Context: an optimization exercise on an open-source flow, tuned for small area, a short achievable clock period and few clock cycles. The choices shown serve that exercise and are no tape-out recipe. Power figures rest on the tool's default switching activity, not on a simulated workload.

// sw_link_core
module sw_link_core (
    input  wire         clk,
    input  wire         rst,             
    input  wire [7:0]   cfg_self_addr,   
    input  wire [7:0]   cfg_peer_addr,   
    input  wire [6:0]   prog_len,        
    output wire [5:0]   prog_addr,       
    input  wire [7:0]   prog_data,       
    output wire         call_valid,
    output wire [3:0]   call_op,
    output wire [3:0]   call_len,
    output wire [111:0] call_data,
    input  wire         call_ready,
    input  wire         resp_ok,
    input  wire [1:0]   resp_mode,
    input  wire [3:0]   resp_len,
    input  wire [111:0] resp_data,
    input  wire         irq_rx,          
    input  wire         host_req,        
    input  wire [23:0]  host_slots,
    output wire [5:0]   err,
    output wire [1:0]   rej_reason,
    output wire [1:0]   lsm_state,
    output wire [5:0]   ord_code,
    output wire         halted
);
    localparam [3:0] OP_ENTER_RX    = 4'd0,
  ...
Size: roughly 2300 cells after synthesis.
Settings: LEC_CHECK=0, ABC_AREA=1, CAP_MARGIN=20, CORE_MARGIN=2, CORE_UTILIZATION=35, CTS_CLUSTER_DIAMETER=150, CTS_CLUSTER_SIZE=25, SETUP_SLACK_MARGIN=2.8, SLEW_MARGIN=20; clock period 5.0 ns.
standard.sh (not shown) runs the stock make flow with config.mk's settings and CLKGATE_MAP_FILE= SYNTH_SCRIPT=/design/flow/synth_recipe.tcl, a recipe that flattens the netlist after the stock synthesis.
==> flow/flow/run.sh <==
#!/bin/bash
# Standard layout, with the port buffers made of the smallest buffer cell.
set -euo pipefail
export BUFFER_PORTS_ARGS="-buffer_cell sky130_fd_sc_hd__buf_1"
bash standard.sh > standard_flow.log 2>&1
Next try:
--- a/flow/design.v
+++ b/flow/design.v
@@ -174,64 +174,43 @@
             2'd1: skip_no = ~order_pend_d;
             2'd2: skip_no = ~res_valid_d;
             default: skip_no = ~ord_ok_d;
         endcase
     end
     wire [5:0]  pc_inc  = pc + 6'd1;
     wire [5:0]  pc_skip = pc + 6'd1 + {2'b00, w[3:0]};
     reg         j_v;
     reg  [5:0]  j_key, j_to;
     reg         p_seq;           
-    reg         p_nc;            
     reg         mg;              
-    reg         s_v;
-    reg  [5:0]  s_key, s_to;     
-    reg  [1:0]  s_flag;
-    wire        w_calls = (w == 8'h02) | (w == 8'h03) |
-                          ((w[7:3] == 5'b00110) & (w[2:0] <= 3'd4));
-    wire [3:0]  f_val   = {ord_ok_d,
-                           (w == 8'h12) ? rx_vok_d : (w == 8'h13) ? rx_ook_d : res_valid_d,
-                           order_pend_d & (w != 8'h04),
-                           rx_pend_d};
-    wire [5:0]  pc_inc2 = pc + 6'd2;
     wire        j_hit   = j_v & (j_key == pc);
-    wire        s_hit   = s_v & (s_key == pc);
-    wire [5:0]  pc_nxt  = ~w_ctl                       ? (j_hit ? j_to :
-                                                          s_hit ? (f_val[s_flag] ? pc_inc2 : s_to) :
-                                                          pc_inc) :
+    wire [5:0]  pc_nxt  = ~w_ctl                       ? (j_hit ? j_to : pc_inc) :
                           (w[7:6] == 2'b11)            ? w[5:0]  :
                           (w[7:6] == 2'b10 && skip_no) ? pc_skip : pc_inc;
     wire        w_static = (w[7:6] == 2'b11) | (w[7:1] == 7'd0);
     wire [5:0]  w_succ   = w[7] ? w[5:0] : pc_inc;
     wire        take     = adv & ~halt_r;
     always @(posedge clk) begin
         if (rst) begin
             j_v   <= 1'b0;
-            s_v   <= 1'b0;
             mg    <= 1'b0;
             p_seq <= 1'b0;
-            p_nc  <= 1'b0;
         end else if (take) begin
             mg    <= ~w_ctl & j_hit;
-            p_seq <= ~w_ctl & ~j_hit & ~s_hit;
-            p_nc  <= ~w_ctl & ~j_hit & ~s_hit & ~w_calls & (w != 8'h22) & (w != 8'h23);
-            if (w[7:6] == 2'b10 && p_nc) begin
-                s_v    <= 1'b1;
-                s_key  <= pc - 6'd1;
-                s_flag <= w[5:4];
-                s_to   <= pc_skip;
-            end
-            if (w_static && (mg || p_seq)) begin
-                j_v  <= 1'b1;
-                j_to <= w_succ;
-                if (!mg) j_key <= pc - 6'd1;
-            end
+            p_seq <= ~w_ctl & ~j_hit;
+            if (w_static && (mg || p_seq)) j_v <= 1'b1;
+        end
+    end
+    always @(posedge clk) begin
+        if (!halt_r && w_static && (mg || p_seq)) begin
+            j_to <= w_succ;
+            if (!mg) j_key <= pc - 6'd1;
         end
     end
     reg         w_call;
     reg [3:0]   w_op;
     always @(*) begin
         w_call = 1'b1;
         case (w[5:0])
             6'h02:   w_op = OP_SAMPLE;
             6'h03:   w_op = OP_EMIT;
             6'h31:   begin w_op = OP_TX_NONEMPTY; w_call = tx_nz_d; end
@@ -246,21 +225,21 @@
     wire        dec_v      = (ir == X_DEC_VALUE) & rx_vok;
     wire [7:0]  res_tag_d  = dec_v ? rx_b3      : res_tag;
     wire [31:0] res_temp_d = dec_v ? rxb[39:8]  : res_temp;
     wire [15:0] res_hum_d  = dec_v ? rxb[55:40] : res_hum;
     wire [31:0] res_lux_d  = dec_v ? rxb[87:56] : res_lux;
     wire [87:0] txb_d      = (ir == X_ENC_VALUE) ? {op_lux, op_hum, op_temp, 2'b00, op_tag} :
                              (ir == X_ENC_ORDER) ? {txb[87:24], op_slot2, op_slot1, op_slot0} :
                                                    txb;
     wire        tx_14_d    = (ir == X_ENC_VALUE) | (tx_14 & (ir != X_ENC_ORDER));
     wire        send_pend  = cv & (ir == X_LINK_SEND) & (cop != OP_READ_STATUS);
-    wire        cd_res     = (cv & (ir == X_HOSTFWD)) | ((w == 8'h03) & ~send_pend);
+    wire        cd_res     = ~send_pend;
     always @(posedge clk)
         cd <= cd_res ? {res_hum_d, res_lux_d, res_temp_d}
                      : {txb_d[55:0], cfg_self_addr, cfg_peer_addr, 4'b0000, tx_14_d, 3'b101};
     always @(posedge clk) begin
         if (rst) begin
             pc     <= 6'd0;
             halt_r <= 1'b0;
             ir     <= X_NOP;
             cv     <= 1'b0;
             cop    <= OP_ENTER_RX;
@@ -368,27 +347,27 @@
                     ord1 <= rs_c1;
                     ord2 <= rs_c2;
                 end else begin
                     rej_r    <= ap_r2 ? 2'd2 : 2'd3;
                     err_r[3] <= 1'b1;
                 end
             end
             X_LINK_SEND: if (!cv && !halt_r) err_r[4] <= 1'b1;    
             default: ;
             endcase
+            if (cv && cop == OP_SAMPLE) begin
+                op_temp <= resp_data[31:0];
+                op_hum  <= resp_data[47:32];
+                op_lux  <= resp_data[79:48];
+            end
             if (hs) begin
                 case (cop)
-                OP_SAMPLE: begin
-                    op_temp <= resp_data[31:0];
-                    op_hum  <= resp_data[47:32];
-                    op_lux  <= resp_data[79:48];
-                end
                 OP_ENTER_RX: begin
                     lsm <= M_RX;
                     if (ir != X_LINK_RXDONE) stall_cnt <= 4'd0;
                     if (ir == X_LINK_REARM)  err_r[2]  <= 1'b1;
                 end
                 OP_SEND: begin
                     if (!resp_ok) err_r[0] <= 1'b1;
                     lsm <= M_TX;
                 end
                 OP_READ_STATUS: if (!spin_more) begin
@@ -427,14 +406,14 @@
             ord_ok     <= 1'b0;
         end else begin
             rx_pend    <= rx_pend_d;
             order_pend <= order_pend_d;
             res_valid  <= res_valid_d;
             ord_ok     <= ord_ok_d;
         end
     end
     always @(posedge clk) begin
         txb <= txb_d;
-        if (hs && cop == OP_RECEIVE && resp_ok)
+        if (cv && cop == OP_RECEIVE)
             rxb <= resp_data[111:24];
     end
 endmodule
Outcome: Clock skew came out lower by 0.011 ns. Cell area came out lower by 7.6%. Core utilization came out lower by 0.77 points. Global-route usage came out lower by 0.17 points. Die area came out lower by 5.1%. Power came out lower by 10%. Combinational power came out lower by 41%. Maximum frequency came out higher by 6.8%. Non-clock buffer count came out lower by 35. Via count came out lower by 7.2%. Worst setup slack gets better by 0.15 ns. Routed wire length came out lower by 4.5%.
Function was not checked in any run of this note: the RTL went through the layout flow alone.

-- port drivers added, routing unchanged --
No port has a modelled driver above. Below, the same layouts with a new extraction and two added sets of constraints. Step 1 (the two cells are an assumption about what drives the block):
set clk [get_ports {clk}]
set_driving_cell -lib_cell sky130_fd_sc_hd__clkbuf_16 $clk
set_driving_cell -lib_cell sky130_fd_sc_hd__buf_2 [delete_from_list [all_inputs] $clk]
Step 2 times the ports against the registers' clock, not the clock port: input delays grow and output delays shrink by t, the midpoint of the rising clock arrivals with the driver on. Three values: no drivers, after step 1, after step 2; two values: the first two.
| run | shift t [ns] | setup WS [ns] | worst hold slack (ns) | slew at the worst register clock pin (ns) | cell pins on the clock port's net |
|---|---|---|---|---|---|
| the first run | 0.665 | 2.614 / 2.552 / 2.024 | 0.453 / 0.453 / 0.453 | 0.11 / 0.11 | 1 |
| the second run | 0.641 | 2.766 / 2.709 / 2.248 | 0.453 / 0.453 / 0.453 | 0.11 / 0.11 | 1 |
After both steps every run listed still meets setup and hold. The setup slack of the first run, which loses most, moves by -0.062 ns with the drivers and by -0.590 ns with both steps.
